This is an optimization exercise on Yosys and OpenROAD, whose aim is small area, a short achievable clock period and few clock cycles, not a production implementation. Where RTL was checked, it was by simulation tests only, not by an equivalence proof against the original. Power figures rest on the tool's default switching activity, not on a simulated workload.

==> flow/design.v (excerpt) <==
module boo_encoder (
  input  wire       clk,
  input  wire       rst,         
  input  wire       in_valid,
  output wire       in_ready,
  input  wire [7:0] in_data,
  input  wire       in_eof,
  input  wire       in_err,
  output wire       out_valid,
  input  wire       out_ready,
  output wire [7:0] out_data,
  input  wire       out_err,
  output wire [2:0] seq,
  output wire [1:0] err
);
  localparam [2:0] PH_HDR  = 3'b000,    
                   PH_HLF  = 3'b001,    
                   PH_DAT  = 3'b010,    
                   PH_TRL  = 3'b011,    
                   PH_DONE = 3'b110,
                   PH_ABR  = 3'b100,    
                   PH_ABW  = 3'b101;    
  localparam [7:0] CH_CR = 8'h0D, CH_LF = 8'h0A;
  reg  [2:0] ph;
  reg        p_lf, p_c3, p_z;   
  reg        ov;
  reg  [7:0] od;
  localparam [6:0] M_HDR = 7'b1000000, M_L1 = 7'b0100000, M_L2 = 7'b0010000,
                   M_N0  = 7'b0001000, M_N1 = 7'b0000100, M_NB = 7'b0000010,
                   M_N78 = 7'b0000001;
  reg  [6:0] md;
  reg  [6:0] acc;               
  reg  [5:0] col;               
  reg        w4, w2;            
  reg  [1:0] fill;              
  reg        hd_v, hd_e, hd_z;
  reg  [7:0] hd_b;
  reg        ir_v, ir_e, ir_z;
  reg  [7:0] ir_b;
  assign out_valid = ov;
  assign out_data  = od;
  assign seq = {ph[2] & ~ph[1], ph[2] & ph[1], ph[1]};
  assign err = {ph[2] & ~ph[1] & ph[0], ph[2] & ~ph[1] & ~ph[0]};
  assign in_ready = ~ir_v;
  wire slot     = ~ov | out_ready;
  wire out_fire = ov & out_ready;
  wire in_fire  = in_valid & in_ready;
  wire rd_fail  = in_fire & in_err;
  wire wr_fail  = out_fire & out_err;
  wire       src_v = hd_v;
  wire [7:0] sb    = hd_b;
  wire       kE    = hd_e;
  wire       kZ    = hd_z;                       
  wire       kN    = ~kE & ~kZ;
  wire hdr = md[6];
  wire g1  = md[5];
  ...
Size: ~400 cells after synthesis, about 62 flip-flops, ~30 I/O pins.
==> flow/config.mk <==
export PLATFORM = sky130hd
export DESIGN_NAME = boo_encoder
export DESIGN_NICKNAME = boo_encoder
export VERILOG_FILES = /design/flow/design.v
export SDC_FILE = /design/flow/constraint.sdc
export NUM_CORES = 4
export LEC_CHECK = 0
export CAP_MARGIN = 20
export CORE_MARGIN = 2
export CORE_UTILIZATION = 60
export SETUP_SLACK_MARGIN = 2.8
export SLEW_MARGIN = 20
==> flow/constraint.sdc <==
create_clock -name core_clock -period 5.0 [get_ports {clk}]
set_input_delay 1.0000 -clock core_clock [delete_from_list [all_inputs] [get_ports {clk}]]
set_output_delay 1.0000 -clock core_clock [all_outputs]
set_load 0.01 [all_outputs]
standard.sh (not shown) runs the stock make flow with config.mk's settings and CLKGATE_MAP_FILE= SYNTH_SCRIPT=/design/flow/synth_recipe.tcl, a recipe that flattens the netlist after the stock synthesis.
==> flow/flow/run.sh <==
#!/bin/bash
# The standard layout, with plain buffers (not delay cells) on the ports and
# a clock tree of larger sink clusters without dummy balancing loads.
set -euo pipefail
bash standard.sh 'BUFFER_PORTS_ARGS=-buffer_cell sky130_fd_sc_hd__buf_2' \
  'CTS_ARGS=-sink_clustering_enable -repair_clock_nets -dont_use_dummy_load -sink_clustering_size 30 -sink_clustering_max_diameter 200' \
  finish > standard_flow.log 2>&1
Change:
--- a/flow/design.v
+++ b/flow/design.v
@@ -19,22 +19,19 @@
                    PH_TRL  = 3'b011,    
                    PH_DONE = 3'b110,
                    PH_ABR  = 3'b100,    
                    PH_ABW  = 3'b101;    
   localparam [7:0] CH_CR = 8'h0D, CH_LF = 8'h0A;
   reg  [2:0] ph;
   reg        p_lf, p_c3, p_z;   
   reg        ov;
   reg  [7:0] od;
-  localparam [6:0] M_HDR = 7'b1000000, M_L1 = 7'b0100000, M_L2 = 7'b0010000,
-                   M_N0  = 7'b0001000, M_N1 = 7'b0000100, M_NB = 7'b0000010,
-                   M_N78 = 7'b0000001;
-  reg  [6:0] md;
+  reg        g1, g2;            
   reg  [6:0] acc;               
   reg  [5:0] col;               
   reg        w4, w2;            
   reg  [1:0] fill;              
   reg        hd_v, hd_e, hd_z;
   reg  [7:0] hd_b;
   reg        ir_v, ir_e, ir_z;
   reg  [7:0] ir_b;
   assign out_valid = ov;
@@ -46,38 +43,38 @@
   wire out_fire = ov & out_ready;
   wire in_fire  = in_valid & in_ready;
   wire rd_fail  = in_fire & in_err;
   wire wr_fail  = out_fire & out_err;
   wire       src_v = hd_v;
   wire [7:0] sb    = hd_b;
   wire       kE    = hd_e;
   wire       kZ    = hd_z;                       
   wire       kN    = ~kE & ~kZ;
-  wire hdr = md[6];
-  wire g1  = md[5];
-  wire g2  = md[4];
-  wire n0  = md[3];             
-  wire n1  = md[2];
-  wire nb  = md[1] | md[0];     
-  wire n78 = md[0];
+  wire hdr = (ph == PH_HDR);
+  wire g0  = ~g1 & ~g2;
   reg  pnd;                                      
+  wire n0  = (acc == 7'd0);
+  wire n1  = (acc == 7'd1);
+  wire n78 = (acc == 7'd78);
+  wire nb  = ~n0 & ~n1;                          
   wire f0  = (fill == 2'd0);
-  wire sil = kZ & (n0 | md[1]);
-  wire s_lit  = g1 | g2;                                    
-  wire s_run  = kZ & n1 & ~w2;                              
-  wire s_cut  = kZ & n78;                                   
-  wire s_c0   = kN & n0 & ~w4;                              
-  wire s_zl   = ~kZ & n1 & ~w4;                             
-  wire s_tn   = ~kZ & nb;                                   
-  wire s_pad  = kE & n0 & ~f0 & ~w2;                        
-  wire s_trl  = kE & n0 & f0;                               
-  wire s_wrap = (kZ & n1 & w2) | (kN & (n0 | n1) & w4) |
-                (kE & ((n1 & w4) | (n0 & ~f0 & w2)));
+  wire b0  = ~hdr & g0;
+  wire sil = kZ & b0 & (p_c3 | n0 | (nb & ~n78));
+  wire s_lit  = ~hdr & ~g0;                                 
+  wire s_run  = kZ & b0 & n1 & ~w2;                         
+  wire s_cut  = kZ & b0 & n78;                              
+  wire s_c0   = kN & b0 & n0 & ~w4;                         
+  wire s_zl   = ~kZ & b0 & n1 & ~w4;                        
+  wire s_tn   = ~kZ & b0 & nb;                              
+  wire s_pad  = kE & b0 & n0 & ~f0 & ~w2;                   
+  wire s_trl  = kE & b0 & n0 & f0;                          
+  wire s_wrap = b0 & ((kZ & n1 & w2) | (kN & (n0 | n1) & w4) |
+                      (kE & ((n1 & w4) | (n0 & ~f0 & w2))));
   wire s_hb   = hdr & ~kE;
   wire s_he   = hdr & kE;
   wire do_pend = pnd & slot;
   wire do_sil  = src_v & sil & (~p_c3 | slot);
   wire do_step = src_v & ~sil & ~pnd & slot;
   wire fin_step = (s_lit & ~kE) | s_run | s_cut | s_c0 | s_trl | s_hb | s_he;
   wire done     = do_sil | (do_step & fin_step);
   wire take     = ~hd_v | done;            
   wire [7:0] in_b = in_eof ? 8'h00 : in_data;
@@ -142,19 +139,20 @@
       else if (slot) ov <= do_pend | do_step;
     end
   end
   always @(posedge clk) begin
     if (rst) begin
       p_lf   <= 1'b0;
       p_c3   <= 1'b0;
       p_z    <= 1'b0;
       pnd    <= 1'b0;
-      md     <= M_HDR;
+      g1     <= 1'b0;
+      g2     <= 1'b0;
       acc    <= 7'd0;
       col    <= 6'd0;
       w4     <= 1'b0;
       w2     <= 1'b0;
       fill   <= 2'd0;
       hd_v   <= 1'b0;
       ir_v   <= 1'b0;
     end else begin
       if (do_pend) begin
@@ -163,33 +161,30 @@
         p_z  <= 1'b0;
         pnd  <= 1'b0;
       end
       if (do_step & ((s_lit & g2) | s_wrap | s_trl | s_he | s_pad))
         pnd <= 1'b1;
       if (do_step) begin
         if (s_lit & g2) p_c3 <= 1'b1;
         if (s_wrap | s_trl | s_he) p_lf <= 1'b1;
         if (s_pad) p_z <= 1'b1;
+        if (s_lit) begin
+          g1 <= g0;                     
+          g2 <= g1;
+        end
+        if (s_c0 | s_zl) g1 <= 1'b1;
         if (s_lit & kE) fill <= g1 ? 2'd2 : (f0 ? 2'd1 : fill);
         if (s_pad) fill <= fill - 2'd1;
       end
       if (op_load)      acc <= {1'b0, sb[5:0]};
       else if (op_inc)  acc <= acc + 7'd1;
       else if (op_set1) acc <= 7'd1;
       else if (op_set0) acc <= 7'd0;
-      if (do_sil)                        md <= n0 ? M_N1 :
-                                               (acc == 7'd77) ? M_N78 : M_NB;
-      else if (do_step & s_he)           md <= M_N0;
-      else if (do_step & s_lit)          md <= g1 ? M_L2 : M_N0;
-      else if (do_step & (s_c0 | s_zl))  md <= M_L1;
-      else if (do_step & s_run)          md <= M_NB;
-      else if (do_step & s_cut)          md <= M_N1;
-      else if (do_step & s_tn)           md <= M_N0;
       if (col_clr) begin
         col <= 6'd0;
         w4  <= 1'b0;
         w2  <= 1'b0;
       end else if (col_inc1) begin
         col <= col + 6'd1;
         w4  <= (col >= 6'd34);
         w2  <= w4;
       end else if (col_inc2) begin
The new run completed without violations.
Maximum frequency decreases by about 3.6%.
Setup slack is worse by 0.083 ns.
Via count came out higher by about 5%.
Area after synthesis falls by about 4%.
Cell count came out higher by about 1%.
Design area grows by about 7%.
Count of clock-buffer cells in the layout is unchanged.
Die area drops by about 4%.
Combinational power rises by about 80%.
Sequential share of layout area fell by 4.4 points.
First-iteration DRC count goes up by about 90%.
Wire length climbs by about 12%.
Global-route usage went up by 2.2 points.
Worst hold slack improves by 0.0084 ns.
Function was not checked in any run of this note: the RTL went through the layout flow alone.

Setup of v6:
The RTL this note starts from:
==> flow/design.v <==
module boo_encoder (
  input  wire       clk,
  input  wire       rst,         
  input  wire       in_valid,
  output wire       in_ready,
  input  wire [7:0] in_data,
  input  wire       in_eof,
  input  wire       in_err,
  output wire       out_valid,
  input  wire       out_ready,
  output wire [7:0] out_data,
  input  wire       out_err,
  output wire [2:0] seq,
  output wire [1:0] err
);
  localparam [2:0] PH_HDR  = 3'b000,    
                   PH_HLF  = 3'b001,    
                   PH_DAT  = 3'b010,    
                   PH_TRL  = 3'b011,    
                   PH_DONE = 3'b110,
                   PH_ABR  = 3'b100,    
                   PH_ABW  = 3'b101;    
  localparam [7:0] CH_CR = 8'h0D, CH_LF = 8'h0A;
  reg  [2:0] ph;
  reg        p_lf, p_c3, p_z;   
  reg        ov;
  reg  [7:0] od;
  reg        g1, g2;            
  reg  [6:0] acc;               
  reg        n0, n1, n78;       
  reg  [5:0] col;               
  reg        w4, w2;            
  reg  [1:0] fill;              
  reg        hd_v, hd_e, hd_z;
  reg  [7:0] hd_b;
  reg        ir_v, ir_e, ir_z;
  reg  [7:0] ir_b;
  assign out_valid = ov;
  assign out_data  = od;
  assign seq = {ph[2] & ~ph[1], ph[2] & ph[1], ph[1]};
  assign err = {ph[2] & ~ph[1] & ph[0], ph[2] & ~ph[1] & ~ph[0]};
  assign in_ready = ~ir_v;
  wire slot     = ~ov | out_ready;
  wire out_fire = ov & out_ready;
  wire in_fire  = in_valid & in_ready;
  wire rd_fail  = in_fire & in_err;
  wire wr_fail  = out_fire & out_err;
  wire       src_v = hd_v;
  wire [7:0] sb    = hd_b;
  wire       kE    = hd_e;
  wire       kZ    = hd_z;                       
  wire       kN    = ~kE & ~kZ;
  wire hdr = (ph == PH_HDR);
  wire g0  = ~g1 & ~g2;
  reg  pnd;                                      
  wire nb  = ~n0 & ~n1;                          
  wire f0  = (fill == 2'd0);
  wire b0  = ~hdr & g0;
  wire sil = kZ & b0 & (p_c3 | n0 | (nb & ~n78));
  wire s_lit  = ~hdr & ~g0;                                 
  wire s_run  = kZ & b0 & n1 & ~w2;                         
  wire s_cut  = kZ & b0 & n78;                              
  wire s_c0   = kN & b0 & n0 & ~w4;                         
  wire s_zl   = ~kZ & b0 & n1 & ~w4;                        
  wire s_tn   = ~kZ & b0 & nb;                              
  wire s_pad  = kE & b0 & n0 & ~f0 & ~w2;                   
  wire s_trl  = kE & b0 & n0 & f0;                          
  wire s_wrap = b0 & ((kZ & n1 & w2) | (kN & (n0 | n1) & w4) |
                      (kE & ((n1 & w4) | (n0 & ~f0 & w2))));
  wire s_hb   = hdr & ~kE;
  wire s_he   = hdr & kE;
  wire do_pend = pnd & slot;
  wire do_sil  = src_v & sil & (~p_c3 | slot);
  wire do_step = src_v & ~sil & ~pnd & slot;
  wire fin_step = (s_lit & ~kE) | s_run | s_cut | s_c0 | s_trl | s_hb | s_he;
  wire done     = do_sil | (do_step & fin_step);
  wire take     = ~hd_v | done;            
  wire [7:0] in_b = in_eof ? 8'h00 : in_data;
  wire       in_z = ~in_eof & (in_data == 8'h00);
  function [3:0] TU(input [2:0] u);       
    TU = {1'b0, u + 3'd3};
  endfunction
  wire       c_cr = ~pnd & (s_he | s_wrap | s_trl);
  wire       c_c1 = ~pnd & s_lit & g1;
  wire       c_c2 = ~pnd & s_lit & g2;
  wire       c_c0 = ~pnd & s_c0;
  wire       c_tn = ~pnd & s_tn;
  wire       c_tl = ~pnd & (s_run | s_cut | s_pad);
  wire [3:0] vl = ({4{p_lf}} & 4'hA) |
                  ({4{c_cr}} & 4'hD) |
                  ({4{p_c3}} & acc[3:0]) |
                  ({4{c_c1}} & sb[7:4]) |
                  ({4{c_c2}} & {acc[1:0], sb[7:6]}) |
                  ({4{c_c0}} & sb[5:2]) |
                  ({4{c_tn}} & acc[3:0]) |
                  ({4{c_tl}} & 4'hE);
  wire [3:0] vu = ({4{p_c3}} & TU({1'b0, acc[5:4]})) |
                  ({4{c_c1}} & TU({1'b0, acc[1:0]})) |
                  ({4{c_c2}} & TU({1'b0, acc[3:2]})) |
                  ({4{c_c0}} & TU({1'b0, sb[7:6]})) |
                  ({4{c_tn}} & TU(acc[6:4])) |
                  ({4{c_tl}} & 4'h7) |
                  ({4{p_z | (~pnd & s_zl)}} & 4'h3);       
  wire [7:0] ch = (~pnd & s_hb) ? sb : {vu, vl};
  wire op_load = do_step & (s_lit | s_c0);
  wire op_inc  = (do_sil & ~p_c3) | (do_step & s_run);
  wire op_set1 = (do_sil & p_c3) | (do_step & s_cut);
  wire op_set0 = (do_pend & p_c3) | (do_step & (s_zl | s_tn));
  wire col_clr  = do_step & s_wrap;
  wire col_inc1 = do_step & (s_run | s_pad);
  wire col_inc2 = do_step & (s_c0 | s_zl);
  reg  [2:0] ph_n;
  always @* begin
    ph_n = ph;
    if (do_step & s_trl) ph_n = PH_TRL;
    if (do_step & s_he)  ph_n = PH_HLF;
    if (out_fire && !pnd) begin
      if (ph == PH_HLF && ph_n == PH_HLF) ph_n = PH_DAT;
      if (ph == PH_TRL) ph_n = PH_DONE;
    end
  end
  always @(posedge clk) begin
    if (rst) begin
      ph <= PH_HDR;
      ov <= 1'b0;
    end else if (wr_fail) begin
      ph <= PH_ABW;
      ov <= 1'b0;
    end else if (rd_fail) begin
      ph <= PH_ABR;
      ov <= 1'b0;
    end else if (ph[2]) begin
      ov <= 1'b0;                       
    end else begin
      ph <= ph_n;
      if (ph_n == PH_DONE) ov <= 1'b0;
      else if (slot) ov <= do_pend | do_step;
    end
  end
  always @(posedge clk) begin
    if (rst) begin
      p_lf   <= 1'b0;
      p_c3   <= 1'b0;
      p_z    <= 1'b0;
      pnd    <= 1'b0;
      g1     <= 1'b0;
      g2     <= 1'b0;
      acc    <= 7'd0;
      n0     <= 1'b1;
      n1     <= 1'b0;
      n78    <= 1'b0;
      col    <= 6'd0;
      w4     <= 1'b0;
      w2     <= 1'b0;
      fill   <= 2'd0;
      hd_v   <= 1'b0;
      ir_v   <= 1'b0;
    end else begin
      if (do_pend) begin
        p_lf <= 1'b0;
        p_c3 <= 1'b0;
        p_z  <= 1'b0;
        pnd  <= 1'b0;
      end
      if (do_step & ((s_lit & g2) | s_wrap | s_trl | s_he | s_pad))
        pnd <= 1'b1;
      if (do_step) begin
        if (s_lit & g2) p_c3 <= 1'b1;
        if (s_wrap | s_trl | s_he) p_lf <= 1'b1;
        if (s_pad) p_z <= 1'b1;
        if (s_lit) begin
          g1 <= g0;                     
          g2 <= g1;
        end
        if (s_c0 | s_zl) g1 <= 1'b1;
        if (s_lit & kE) fill <= g1 ? 2'd2 : (f0 ? 2'd1 : fill);
        if (s_pad) fill <= fill - 2'd1;
      end
      if (op_load) begin
        acc <= {1'b0, sb[5:0]};
      end else if (op_inc) begin
        acc <= acc + 7'd1;
        n0  <= 1'b0;
        n1  <= n0;
        n78 <= (acc == 7'd77);
      end else if (op_set1) begin
        acc <= 7'd1;
        n0  <= 1'b0;
        n1  <= 1'b1;
        n78 <= 1'b0;
      end else if (op_set0) begin
        acc <= 7'd0;
        n0  <= 1'b1;
        n1  <= 1'b0;
        n78 <= 1'b0;
      end
      if (col_clr) begin
        col <= 6'd0;
        w4  <= 1'b0;
        w2  <= 1'b0;
      end else if (col_inc1) begin
        col <= col + 6'd1;
        w4  <= (col >= 6'd34);
        w2  <= w4;
      end else if (col_inc2) begin
        col <= col + 6'd2;
        w4  <= (col >= 6'd33);
        w2  <= (col >= 6'd34);
      end
      if (take) hd_v <= ir_v | (in_fire & ~in_err);
      ir_v <= (ir_v & ~take) | (in_fire & ~in_err & ~(take & ~ir_v));
    end
  end
  always @(posedge clk) begin
    if (slot) od <= ch;
    if (take) begin
      hd_b <= ir_v ? ir_b : in_b;
      hd_e <= ir_v ? ir_e : in_eof;
      hd_z <= ir_v ? ir_z : in_z;
    end
    if (in_ready) begin
      ir_b <= in_b;
      ir_e <= in_eof;
      ir_z <= in_z;
    end
  end
endmodule
==> flow/config.mk <==
export PLATFORM = sky130hd
export DESIGN_NAME = boo_encoder
export DESIGN_NICKNAME = boo_encoder
export VERILOG_FILES = /design/flow/design.v
export SDC_FILE = /design/flow/constraint.sdc
export NUM_CORES = 4
export LEC_CHECK = 0
export CAP_MARGIN = 20
export CORE_MARGIN = 2
export CORE_UTILIZATION = 60
export SETUP_SLACK_MARGIN = 2.9
export SLEW_MARGIN = 20
==> flow/constraint.sdc <==
create_clock -name core_clock -period 5.0 [get_ports {clk}]
set_input_delay 1.0000 -clock core_clock [delete_from_list [all_inputs] [get_ports {clk}]]
set_output_delay 1.0000 -clock core_clock [all_outputs]
set_load 0.01 [all_outputs]
Scripts as last shown in full above: flow/flow/run.sh
Testbench counts of v6, summed over its fixed seeds: cycles 37,727.
#### Input delta (v7 over v6)
--- a/flow/design.v
+++ b/flow/design.v
@@ -106,6 +106,7 @@
   wire op_inc  = (do_sil & ~p_c3) | (do_step & s_run);
   wire op_set1 = (do_sil & p_c3) | (do_step & s_cut);
   wire op_set0 = (do_pend & p_c3) | (do_step & (s_zl | s_tn));
+  wire [4:0] col_hi1 = col[5:1] + 5'd1;
   wire col_clr  = do_step & s_wrap;
   wire col_inc1 = do_step & (s_run | s_pad);
   wire col_inc2 = do_step & (s_c0 | s_zl);
@@ -199,11 +200,11 @@
         w4  <= 1'b0;
         w2  <= 1'b0;
       end else if (col_inc1) begin
-        col <= col + 6'd1;
+        col <= col[0] ? {col_hi1, 1'b0} : {col[5:1], 1'b1};
         w4  <= (col >= 6'd34);
         w2  <= w4;
       end else if (col_inc2) begin
-        col <= col + 6'd2;
+        col <= {col_hi1, col[0]};
         w4  <= (col >= 6'd33);
         w2  <= (col >= 6'd34);
       end
Results
- No stage failed in v7, and the final checks on the layout all came back clean.
- Higher core utilization among v6 and v7: v7
- The run showing the greater total half-perimeter wirelength after legalization and detailed placement is v7.
- The achievable clock frequency in v7 was lower than what v6 gave.
- Looking at setup slack across both flows, v7 is the weaker of the two, with v6 ahead.
- Changes observed in v7 relative to v6: netlist area before placement saw a decrease; placer's final routability congestion estimate now sits higher; DRC violation total after the first TritonRoute iteration picked up an extra 379; synthesized cell count rose by 14; number of global-route vias before repair went up.
- The number of instances on the worst hold path reported for v7 is smaller than that of v6 by 1.
- Min count of plain and timing-repair buffers in the layout across v6 and v7: v6
- Summary of v7 over v6: final net count up 21, combinational power increased 110%.
Function not checked in v7: the RTL went through the layout flow alone.

port drivers added, routing unchanged:
The results above use ideal ports. As a check the final layouts listed here were re-extracted and re-timed, cells and wires unchanged. Step 1 sets driving cells, clkbuf_16 on the clock port and buf_2 on the other inputs (assumed; they add their load-dependent delay and slew). Step 2 adds t to the input delays and takes it off the output delays; t is the mean of the earliest and latest rising clock arrival at the registers after step 1. Input paths then give back, and output paths get back, about the clock's delay inside the block. Three values: no drivers, after step 1, after step 2; two values: the first two.
| run | t (ns) | setup slack, ns | latest minus earliest clock arrival (ns) | slew at the worst register clock pin (ns) | cell pins on the clock port's net |
|---|---|---|---|---|---|
| the first run of note 1 | 0.367 | 2.792 / 2.801 / 2.434 | 0.025 / 0.024 | 0.08 / 0.08 | 1 |
| the second run of note 1 | 0.364 | 2.709 / 2.704 / 2.340 | 0.030 / 0.030 | 0.07 / 0.07 | 1 |
| v6 | 0.366 | 2.824 / 2.794 / 2.515 | 0.020 / 0.020 | 0.07 / 0.07 | 1 |
| v7 | 0.358 | 2.812 / 2.812 / 2.485 | 0.022 / 0.022 | 0.07 / 0.07 | 1 |
After both steps every run listed still meets setup and hold. The setup slack of the second run of note 1, which loses most, moves by -0.005 ns with the drivers and by -0.369 ns with both steps.
